What follows belongs to an exercise in optimizing a design on an open flow for small area, a short achievable clock period and few clock cycles; a production flow would make more cautious choices.
Only simulation tests tie the RTL to the original design; equivalence was not proved.

==> 11-10 <==
// gfrs_dec
module gfrs_dec (
    input  wire       clk,
    input  wire       rst,
    input  wire       cmd_valid,
    output wire       cmd_ready,
    input  wire [7:0] cmd_dlen,
    input  wire [4:0] cmd_nsym,
    input  wire       in_valid,
    output wire       in_ready,
    input  wire [7:0] in_data,
    output reg        out_valid,
    output reg  [7:0] out_pos,
    output reg  [7:0] out_mag,
    output reg        done,
    output reg        err,
    output reg  [1:0] cause,
    output reg  [3:0] errcnt,
    output reg        paychg
);
    localparam [1:0] C_OK = 2'd0, C_TOOMANY = 2'd1, C_VERIFY = 2'd2, C_DEGEN = 2'd3;
    genvar g;
    integer k;
    wire [7:0] apow [0:15];
    wire [7:0] ainv [0:8];
    assign apow[0] = 8'h01;
    assign ainv[0] = 8'h01;
    generate
        for (g = 1; g < 16; g = g + 1) begin : g_apow
            assign apow[g] = {apow[g-1][6:0], 1'b0} ^ (apow[g-1][7] ? 8'h1d : 8'h00);
        end
        for (g = 1; g <= 8; g = g + 1) begin : g_ainv
            assign ainv[g] = ainv[g-1][0] ? ({1'b0, ainv[g-1][7:1]} ^ 8'h8e) : {1'b0, ainv[g-1][7:1]};
        end
  ...
clock: 15.0 ns
lec_check: 0
cap_margin: 20
cell_pad_in_sites_detail_placement: 1
cell_pad_in_sites_global_placement: 2
core_margin: 2
core_utilization: 55
place_density: 0.75
slew_margin: 20
standard.sh (not shown) runs the stock make flow with config.mk's settings and CLKGATE_MAP_FILE= SYNTH_SCRIPT=/design/flow/synth_recipe.tcl, a recipe that flattens the netlist after the stock synthesis.
==> flow/flow/run.sh <==
#!/bin/bash
# The standard layout (the standard.sh: the standard synthesis, floorplan, placement,
# CTS, routing) with the resizer's setup repair aiming for 11 ns of slack on the 15 ns clock,
# so that it sizes and buffers the critical paths instead of stopping once 15 ns is met.
# The clock period and the constraints are unchanged.
set -euo pipefail
bash standard.sh SETUP_SLACK_MARGIN=11 finish > standard_flow.log 2>&1
==> 01-06: changes against 11-10 <==
--- a/flow/design.v
+++ b/flow/design.v
@@ -20,22 +20,14 @@
     assign p[6] = c[6] ^ c[10] ^ c[11] ^ c[12];
     assign p[7] = c[7] ^ c[11] ^ c[12] ^ c[13];
 endmodule
 module gf_inv (
     input  wire [7:0] a,
     output wire [7:0] y
 );
-    wire [11:0] t;
-    gf_inv_a u_a (.a(a), .t(t));
-    gf_inv_b u_b (.t(t), .y(y));
-endmodule
-module gf_inv_a (
-    input  wire [7:0]  a,
-    output wire [11:0] t
-);
     function [3:0] m16(input [3:0] p, input [3:0] q);
         reg [6:0] r;
         begin
             r = ({7{q[0]}} & {3'b000, p}) ^ ({7{q[1]}} & {2'b00, p, 1'b0}) ^
                 ({7{q[2]}} & {1'b0, p, 2'b00}) ^ ({7{q[3]}} & {p, 3'b000});
             if (r[6]) r = r ^ 7'b1001100;
             if (r[5]) r = r ^ 7'b0100110;
@@ -49,32 +41,15 @@
     assign c[2] = a[2] ^ a[4] ^ a[6];
     assign c[3] = a[3] ^ a[4] ^ a[5] ^ a[6];
     assign c[4] = a[4] ^ a[7];
     assign c[5] = a[1] ^ a[3] ^ a[4];
     assign c[6] = a[2] ^ a[5] ^ a[6];
     assign c[7] = a[5];
     wire [3:0] ch = c[7:4], cl = c[3:0];
-    assign t = {ch, cl, m16(m16(ch, ch), 4'd8) ^ m16(ch, cl) ^ m16(cl, cl)};
-endmodule
-module gf_inv_b (
-    input  wire [11:0] t,
-    output wire [7:0]  y
-);
-    function [3:0] m16(input [3:0] p, input [3:0] q);
-        reg [6:0] r;
-        begin
-            r = ({7{q[0]}} & {3'b000, p}) ^ ({7{q[1]}} & {2'b00, p, 1'b0}) ^
-                ({7{q[2]}} & {1'b0, p, 2'b00}) ^ ({7{q[3]}} & {p, 3'b000});
-            if (r[6]) r = r ^ 7'b1001100;
-            if (r[5]) r = r ^ 7'b0100110;
-            if (r[4]) r = r ^ 7'b0010011;
-            m16 = r[3:0];
-        end
-    endfunction
-    wire [3:0] ch = t[11:8], cl = t[7:4], dd = t[3:0];
+    wire [3:0] dd = m16(m16(ch, ch), 4'd8) ^ m16(ch, cl) ^ m16(cl, cl);
     reg  [3:0] di;
     always @* begin
         case (dd)
         4'd0: di = 4'd0;
         4'd1: di = 4'd1;
         4'd2: di = 4'd9;
         4'd3: di = 4'd14;
@@ -259,20 +234,16 @@
     always @* begin
         dot = 8'h00;
         for (k = 1; k <= 8; k = k + 1) dot = dot ^ prod[k];
     end
     wire [7:0] dlo = (R[0] & {8{r0en}}) ^ dot;
     wire [7:0] q_c;
     gf_mul u_mul_q (.a(b_d), .b(b_binv), .p(q_c));
-    wire [11:0] dinv_t;
-    wire [7:0]  dinv;
-    reg  [11:0] b_it;
-    reg         b_ipend;
-    gf_inv_a u_inv_ba (.a(b_d), .t(dinv_t));
-    gf_inv_b u_inv_bb (.t(b_it), .y(dinv));
+    wire [7:0] dinv;
+    gf_inv u_inv_b (.a(b_d), .y(dinv));
     reg [4:0] sg_deg;
     always @* begin
         sg_deg = 5'd0;
         for (k = 1; k <= 16; k = k + 1)
             if (sg[k] != 8'h00) sg_deg = k[4:0];
     end
     wire c_idle;
@@ -341,18 +312,16 @@
         if (b_st == BQ) begin
             b_chg  <= chg_c;
             b_Lnew <= Lnew_c;
             b_hiu  <= hiu_c;
         end
         if (b_st == BUL && b_chg) begin
             b_L    <= b_Lnew;
-            b_it   <= dinv_t;
+            b_binv <= dinv;
         end
-        b_ipend <= (b_st == BUL) && b_chg;
-        if (b_ipend) b_binv <= dinv;
         if ((b_st == BQ && b_dz) || b_st == BUL) b_n <= b_n + 5'd1;
         if (b_st == BD) b_first <= 1'b0;
         if (b_st == BE1) begin
             b_deg <= sg_deg;
             b_nm1 <= b_dlen + {3'b000, b_nsym} - 8'd1;
         end
         if (b_st == BE2) begin
@@ -404,18 +373,16 @@
     reg  [7:0] ot [0:7];              
     reg  [7:0] c_pos, c_dlen;
     reg  [4:0] c_deg;
     reg  [3:0] c_cnt;
     reg        c_degl, c_bad, c_pay, c_res, c_err;
     reg  [1:0] c_cause;
     reg        p1v, p2v;
-    reg        pav;
-    reg  [7:0] p1_om, p1_od, p1_pos, pa_om, pa_pos, p2_om, p2_iv, p2_pos;
-    reg  [11:0] pa_t;
-    reg  [2:0] p1_sl, pa_sl, p2_sl;
+    reg  [7:0] p1_om, p1_od, p1_pos, p2_om, p2_iv, p2_pos;
+    reg  [2:0] p1_sl, p2_sl;
     assign c_idle = (c_st == CS_IDLE);
     wire [7:0] ct_nx [1:8];
     wire [7:0] ot_nx [0:7];
     generate
         for (g = 1; g <= 8; g = g + 1) begin : g_cmul
             gf_mul u_mul (.a(ct[g]), .b(ainv[g]), .p(ct_nx[g]));
         end
@@ -433,57 +400,49 @@
             c_sum = c_sum ^ ct[k];
             if (k % 2 == 1) c_odd = c_odd ^ ct[k];
         end
         for (k = 0; k < 8; k = k + 1) c_omv = c_omv ^ ot[k];
     end
     wire c_root = (c_sum == 8'h00);
     wire c_endr = (c_pos == 8'd0) || (c_root && ({1'b0, c_cnt} + 5'd1 == c_deg));
-    wire [11:0] p1_t;
-    wire [7:0]  pa_inv, mag;
-    gf_inv_a u_inv_ca (.a(p1_od), .t(p1_t));
-    gf_inv_b u_inv_cb (.t(pa_t), .y(pa_inv));
+    wire [7:0] p1_inv, mag;
+    gf_inv u_inv_c (.a(p1_od), .y(p1_inv));
     gf_mul u_mul_m (.a(p2_om), .b(p2_iv), .p(mag));
     reg  [7:0] buf_pos [0:7];
     reg  [7:0] buf_mag [0:7];
     wire d_acc;
-    wire c_ho = (c_st == CS_FIN) && !p1v && !pav && !p2v && d_acc;
+    wire c_ho = (c_st == CS_FIN) && !p1v && !p2v && d_acc;
     wire c_ok = (c_cnt == c_deg[3:0]) && !c_deg[4] && !c_bad && c_degl;
     always @(posedge clk) begin
         if (b_ho) begin
             for (k = 1; k <= 8; k = k + 1) ct[k] <= sg[k];
             for (k = 0; k < 8; k = k + 1) ot[k] <= bs[8 - k];
         end else begin
             for (k = 1; k <= 8; k = k + 1) ct[k] <= ct_nx[k];
             for (k = 0; k < 8; k = k + 1) ot[k] <= ot_nx[k];
         end
         p1_om  <= c_omv;
         p1_od  <= c_odd;
         p1_pos <= c_pos;
         p1_sl  <= c_cnt[2:0];
-        pa_om  <= p1_om;
-        pa_t   <= p1_t;
-        pa_pos <= p1_pos;
-        pa_sl  <= p1_sl;
-        p2_om  <= pa_om;
-        p2_iv  <= pa_inv;
-        p2_pos <= pa_pos;
-        p2_sl  <= pa_sl;
+        p2_om  <= p1_om;
+        p2_iv  <= p1_inv;
+        p2_pos <= p1_pos;
+        p2_sl  <= p1_sl;
         if (p2v) begin
             buf_pos[p2_sl] <= p2_pos;
             buf_mag[p2_sl] <= mag;
         end
         if (rst) begin
             c_st <= CS_IDLE;
             p1v  <= 1'b0;
-            pav  <= 1'b0;
             p2v  <= 1'b0;
         end else begin
             p1v <= (c_st == CS_RUN) && c_root;
-            pav <= p1v;
-            p2v <= pav;
+            p2v <= p1v;
             if (p2v && p2_pos < c_dlen && mag != 8'h00) c_pay <= 1'b1;
             case (c_st)
             CS_IDLE: begin
                 if (b_ho) begin
                     c_pos   <= b_nm1;
                     c_dlen  <= b_dlen;
                     c_deg   <= b_deg;
==> flow/run.sh (new file) <==
#!/bin/bash
# synth_recipe.tcl (not shown) runs the flow's synth.tcl, then flattens the netlist and writes it again
# the make line also repeats each setting of config.mk as NAME=value (left out here)
make -C /OpenROAD-flow-scripts/flow DESIGN_CONFIG=/design/flow/config.mk WORK_HOME=/design/flow/orfs CLKGATE_MAP_FILE= SYNTH_SCRIPT=/design/flow/synth_recipe.tcl finish
--- a/flow/config.mk
+++ b/flow/config.mk
@@ -5,10 +5,10 @@
 export SDC_FILE = /design/flow/constraint.sdc
 export NUM_CORES = 4
 export LEC_CHECK = 0
 export CAP_MARGIN = 20
 export CELL_PAD_IN_SITES_DETAIL_PLACEMENT = 1
 export CELL_PAD_IN_SITES_GLOBAL_PLACEMENT = 2
 export CORE_MARGIN = 2
-export CORE_UTILIZATION = 55
-export PLACE_DENSITY = 0.75
+export CORE_UTILIZATION = 25
+export PLACE_DENSITY = 0.35
 export SLEW_MARGIN = 20
removed: flow/flow/run.sh
removed: flow/standard.sh
==> comparison <==
01-06 ran to the end with no violations. 11-10 finished with timing, DRC and antenna clean.
Between 11-10 and 01-06, the lower register-to-register slack is in 01-06 (gap 1.8 ns).
Between 01-06 and 11-10, the lower sequential share of layout area is in 11-10 (gap 0.14 points).
Between 11-10 and 01-06, the lower final cell count is in 11-10 (gap 17%, measured against 01-06).
Between 11-10 and 01-06, the lower fmax is in 01-06 (gap about 43%, measured against 01-06).
Against 11-10, the worst setup slack of 01-06 is worse by 1.8 ns.
Against 11-10, the first-iteration DRC count of 01-06 is lower by 54%.
Against 01-06, the clock skew of 11-10 is higher by 0.019 ns.
Against 11-10, the synthesized cell count of 01-06 is higher by about 1.2%.
Routed wire length: 01-06 is larger than 11-10 (6.8%).
Testbench counts of 11-10, summed over its fixed seeds: cycles 31,429.
Testbench counts of 01-06, summed over its fixed seeds: cycles 31,383.

## what the ideal ports hide
How much do the figures lean on ideal ports? The routed layouts below were timed once more, with nothing changed but the port constraints.
Step 1 (the two cells are an assumption about what drives the block):
set clk [get_ports {clk}]
set_driving_cell -lib_cell sky130_fd_sc_hd__clkbuf_16 $clk
set_driving_cell -lib_cell sky130_fd_sc_hd__buf_2 [delete_from_list [all_inputs] $clk]
Step 2 times the ports against the registers' clock, not the clock port: input delays grow and output delays shrink by t, the midpoint of the rising clock arrivals with the driver on.
Three values: ideal ports, drivers, drivers and shift; two values: the first two.
| run | t (ns) | setup WS [ns] | pins driven straight from the clock port |
|---|---|---|---|
| 11-10 | 0.826 | 10.741 / 10.667 / 10.262 | 1 |
| 01-06 | 0.887 | 8.924 / 8.924 / 8.924 | 1 |
After both steps every run listed still meets setup and hold. For 11-10, which loses most, drivers alone change the setup slack by -0.074 ns; drivers and shift together by -0.479 ns.
